Background: an optimization exercise with open tools, aiming at small area and few clock cycles. Do not read the settings as production practice.
Only simulation tests tie the RTL to the original design; equivalence was not proved.
Power and IR drop assume default switching activity.

== raven ==
Design mmu_walk_engine, start of the top module:
module mmu_walk_engine (
    input  wire        clk,
    input  wire        rst,
    input  wire        cmd_valid,
    output wire        cmd_ready,
    input  wire [31:0] cmd_word,
    input  wire [63:0] cmd_a0,
    input  wire [63:0] cmd_a1,
    input  wire [63:0] cmd_a2,
    output wire        mem_req_valid,
    output wire [47:0] mem_req_addr,
    input  wire        mem_rsp_valid,
    input  wire        mem_rsp_fail,
    input  wire [63:0] mem_rsp_data,
    output wire        reg_req_valid,
    output wire [2:0]  reg_req_sel,
    input  wire        reg_rsp_valid,
    input  wire        reg_rsp_fail,
    input  wire [63:0] reg_rsp_data,
    output wire        rec_valid,
    input  wire        rec_ready,
    output wire [3:0]  rec_type,
    output wire [1:0]  rec_level,
    output wire [8:0]  rec_index,
    output wire [47:0] rec_base,
    output wire [47:0] rec_ea,
    output wire [63:0] rec_raw,
    output wire [63:0] rec_desc,
    output wire [63:0] rec_prefix,
    output wire [11:0] rec_info
);
    localparam [3:0] OP_DECOMPOSE = 4'd1, OP_SELROOT = 4'd2, OP_DECODE = 4'd3,
                     OP_WALK = 4'd4, OP_WALKR = 4'd5, OP_WALKPC = 4'd6,
                     OP_ENUM = 4'd7, OP_ENUMT = 4'd8, OP_DESCRIBE = 4'd9;
    localparam [3:0] R_ILLEGAL = 4'd0, W_ENTRY = 4'd1, E_ENTRY = 4'd2,
                     E_UNREAD = 4'd3, E_TABLE_END = 4'd4, R_DECOMP = 4'd8,
                     R_ROOT = 4'd9, R_DESC = 4'd10, R_PERM = 4'd11,
                     R_MAPPED = 4'd12, R_FAULT = 4'd13, R_ABORT = 4'd14,
                     R_ENUM_DONE = 4'd15;
    localparam [1:0] K_INVALID = 2'd0, K_TABLE = 2'd1, K_BLOCK = 2'd2, K_PAGE = 2'd3;
    localparam [3:0] S_IDLE  = 4'd0,
                     S_REQ   = 4'd1,    
                     S_WAIT  = 4'd2,    
                     S_HOLD  = 4'd3,    
                     S_TEND  = 4'd4,    
                     S_ADV   = 4'd5,    
                     S_TERM  = 4'd6,    
                     S_RREQ  = 4'd7,    
                     S_RWAIT = 4'd8,    
                     S_SET   = 4'd9;    
    function [1:0] desc_kind(input [63:0] raw, input [1:0] l);
        if (!raw[0])
            desc_kind = K_INVALID;
        else if (l == 2'd0)
            desc_kind = K_TABLE;
  ...
export LEC_CHECK = 0
export CAP_MARGIN = 20
export CORE_MARGIN = 2
export CORE_UTILIZATION = 40
export PLACE_DENSITY = 0.6
export SLEW_MARGIN = 20
create_clock -name core_clock -period 10.0 [get_ports {clk}]
standard.sh (not shown) runs the stock make flow with config.mk's settings and CLKGATE_MAP_FILE= SYNTH_SCRIPT=/design/flow/synth_recipe.tcl, a recipe that flattens the netlist after the stock synthesis.
==> flow/flow/run.sh <==
#!/bin/bash
# Layout flow: the standard ORFS flow with two changes:
#  - the port buffers that global placement inserts on every input and output
#    are the smallest buffer cell (sky130_fd_sc_hd__buf_1);
#  - clock tree synthesis clusters the flip-flops in larger groups and inserts
#    no dummy load cells.
# The full output of the flow goes to flow_standard.log in this folder.
set -euo pipefail
bash standard.sh \
  "BUFFER_PORTS_ARGS=-buffer_cell sky130_fd_sc_hd__buf_1" \
  "CTS_ARGS=-sink_clustering_enable -repair_clock_nets -dont_use_dummy_load -sink_clustering_size 20 -sink_clustering_max_diameter 100 -buf_list sky130_fd_sc_hd__clkbuf_16" \
  finish > flow_standard.log 2>&1
raven finished every step from synthesis to the final layout, and the layout passed the timing, DRC and antenna checks.
Testbench counts of raven, summed over its fixed seeds: cycles 186,347.
[inputs] onyx vs raven
--- a/flow/design.v
+++ b/flow/design.v
@@ -99,14 +99,12 @@
     reg [9:0]   cap;
     reg         trunc;          
     reg         rs_pc, rs_t1;   
     reg [63:0]  raw_q;          
     reg         fail_q;         
     reg [63:0]  pfx;            
-    reg [11:0]  va_lo;          
-    reg         va55;
     reg [35:0]  fb0, fb1, fb2, fb3;    
     reg [8:0]   fi0, fi1, fi2, fi3;    
     reg [9:0]   fe0, fe1, fe2, fe3;    
     reg  [35:0] cur_base;
     reg  [8:0]  cur_idx;
     reg  [9:0]  cur_emit;
@@ -159,13 +157,13 @@
     assign reg_req_sel   = in_rwait ? {2'b00, !rs_pc} : {rs_pc, 1'b0, rs_t1};
     assign rec_valid  = (rsp && q_rec) || in_hold || in_tend || in_term;
     assign rec_type   = in_term ? ttype : in_tend ? E_TABLE_END :
                         m_walk ? W_ENTRY : fl ? E_UNREAD : E_ENTRY;
     assign rec_level  = lvl;
     assign rec_index  = cur_idx;
-    assign rec_base   = {cur_base, va_lo & {12{in_term}}};
+    assign rec_base   = {cur_base, pfx[11:0] & {12{in_term && m_walk}}};
     assign rec_ea     = {cur_base, cur_idx, 3'b000};
     assign rec_raw    = raw_q;
     assign rec_desc   = desc_pack(raw_q, lvl);
     assign rec_prefix = {cp[63:48] | {16{cp[47]}}, cp[47:0]};
     assign rec_info   = in_tend ? {1'b0, trunc, cur_emit} :
                         (ttype == R_PERM) ? describe(raw_q) :
@@ -179,13 +177,13 @@
     wire        op_walk = (op == OP_WALK) || (op == OP_WALKR) || (op == OP_WALKPC);
     wire [63:0] idx_src = op[3] ? cmd_a2 : cmd_a0;
     wire        accept  = (state == S_IDLE) && cmd_valid;
     wire        reg_ok  = in_rwait && reg_rsp_valid && !reg_rsp_fail;
     wire [35:0] fb_d = accept ? (cmd_a0[55] ? cmd_a2[47:12] : cmd_a1[47:12]) :
                        in_rwait ? reg_rsp_data[47:12] : nb;
-    wire        fb_root = reg_ok && !rs_pc && (rs_t1 == va55);
+    wire        fb_root = reg_ok && !rs_pc && (rs_t1 == raw_q[48]);
     wire [1:0]  lvl1    = lvl + 2'd1;
     wire        w_map   = h_go && m_walk && valid_d && !is_tab;  
     wire        w_adv   = advance && adv_req;
     wire        w_pc    = reg_ok && rs_pc;
     wire [35:0] fi_src  = {idx_src[47:39], idx_src[38:30], idx_src[29:21], idx_src[20:12]} &
                           {36{op != OP_ENUM}};
@@ -220,30 +218,33 @@
         if (we_fe[3]) fe3 <= (accept || dn[3]) ? 10'd0 : emit_a;
         if (rsp)
             raw_q <= mem_rsp_data;
         else if (accept)
             raw_q <= {mem_rsp_data[63:55], cmd_a0[54:53], mem_rsp_data[52:49], cmd_a0[55],
                       cmd_a0[47:32], legal ? cmd_a0[31:0] : cmd_word};
+        else if (w_pc)
+            raw_q[48] <= reg_rsp_data[55];
+        if (accept)
+            pfx <= {cmd_a1[63:12], op_walk ? cmd_a0[11:0] : cmd_a1[11:0]};
+        else if (w_pc)
+            pfx[11:0] <= reg_rsp_data[11:0];
         if (rsp)
             fail_q <= mem_rsp_fail;
     end
     always @(posedge clk) begin
         if (rst) begin
             state <= S_IDLE;
         end else begin
             case (state)
                 S_IDLE: begin
                     if (cmd_valid) begin
-                        pfx     <= cmd_a1;
                         cap     <= cmd_word[17:8];
                         slvl    <= cmd_lv;
                         lvl     <= cmd_lv;
                         m_walk  <= op_walk;
                         m_enumt <= (op == OP_ENUMT);
-                        va55    <= cmd_a0[55];
-                        va_lo   <= cmd_a0[11:0] & {12{op[2]}};
                         ttype   <= {2'b10, (op == OP_DECODE) || (op == OP_DESCRIBE),
                                     (op == OP_SELROOT) || (op == OP_DESCRIBE)};
                         trunc   <= 1'b1;
                         rs_pc   <= (op == OP_WALKPC);
                         rs_t1   <= 1'b0;
                         if (!legal) begin
@@ -266,16 +267,12 @@
                 S_RWAIT: begin
                     if (reg_rsp_valid) begin
                         if (reg_rsp_fail) begin
                             ttype <= R_ABORT;
                             state <= S_TERM;
                         end else begin
-                            if (rs_pc) begin
-                                va_lo <= reg_rsp_data[11:0];
-                                va55  <= reg_rsp_data[55];
-                            end
                             rs_pc <= 1'b0;
                             rs_t1 <= !rs_pc;
                             if (rs_t1)
                                 state <= S_REQ;
                         end
                     end
Results
- onyx vs. raven: power in the clock group now sits higher; slew at the pin closest to its max-slew limit now sits higher; number of enable-type register cells in the synthesized netlist now sits lower; total routing resource utilization after global routing now sits higher; clock group share of total power now sits lower.
Testbench counts of onyx, summed over its fixed seeds: cycles 186,347.

[afterwards: timing with drivers on the ports]
The flow's constraints put no driver on any port. The routed layouts listed below were extracted and timed again, unchanged, in two steps. Step 1 sets driving cells, clkbuf_16 on the clock port and buf_2 on the other inputs (assumed; they add their load-dependent delay and slew). Step 2, shift: input delay + t, output delay - t, t = (earliest + latest rising clock arrival at the registers) / 2. This alone moves slack from input paths to output paths. a / b / c = ideal ports / drivers / drivers and shift; a / b = the first two.
run	shift t [ns]	setup slack, ns	hold WS [ns]	worst register clock-pin slew, ns	pins driven straight from the clock port
raven	0.611	2.530 / 2.473 / 3.084	0.635 / 0.635 / 0.635	0.09 / 0.09	1
onyx	0.617	2.290 / 2.229 / 2.846	0.671 / 0.671 / 0.671	0.09 / 0.09	1
After both steps every run listed still meets setup and hold.
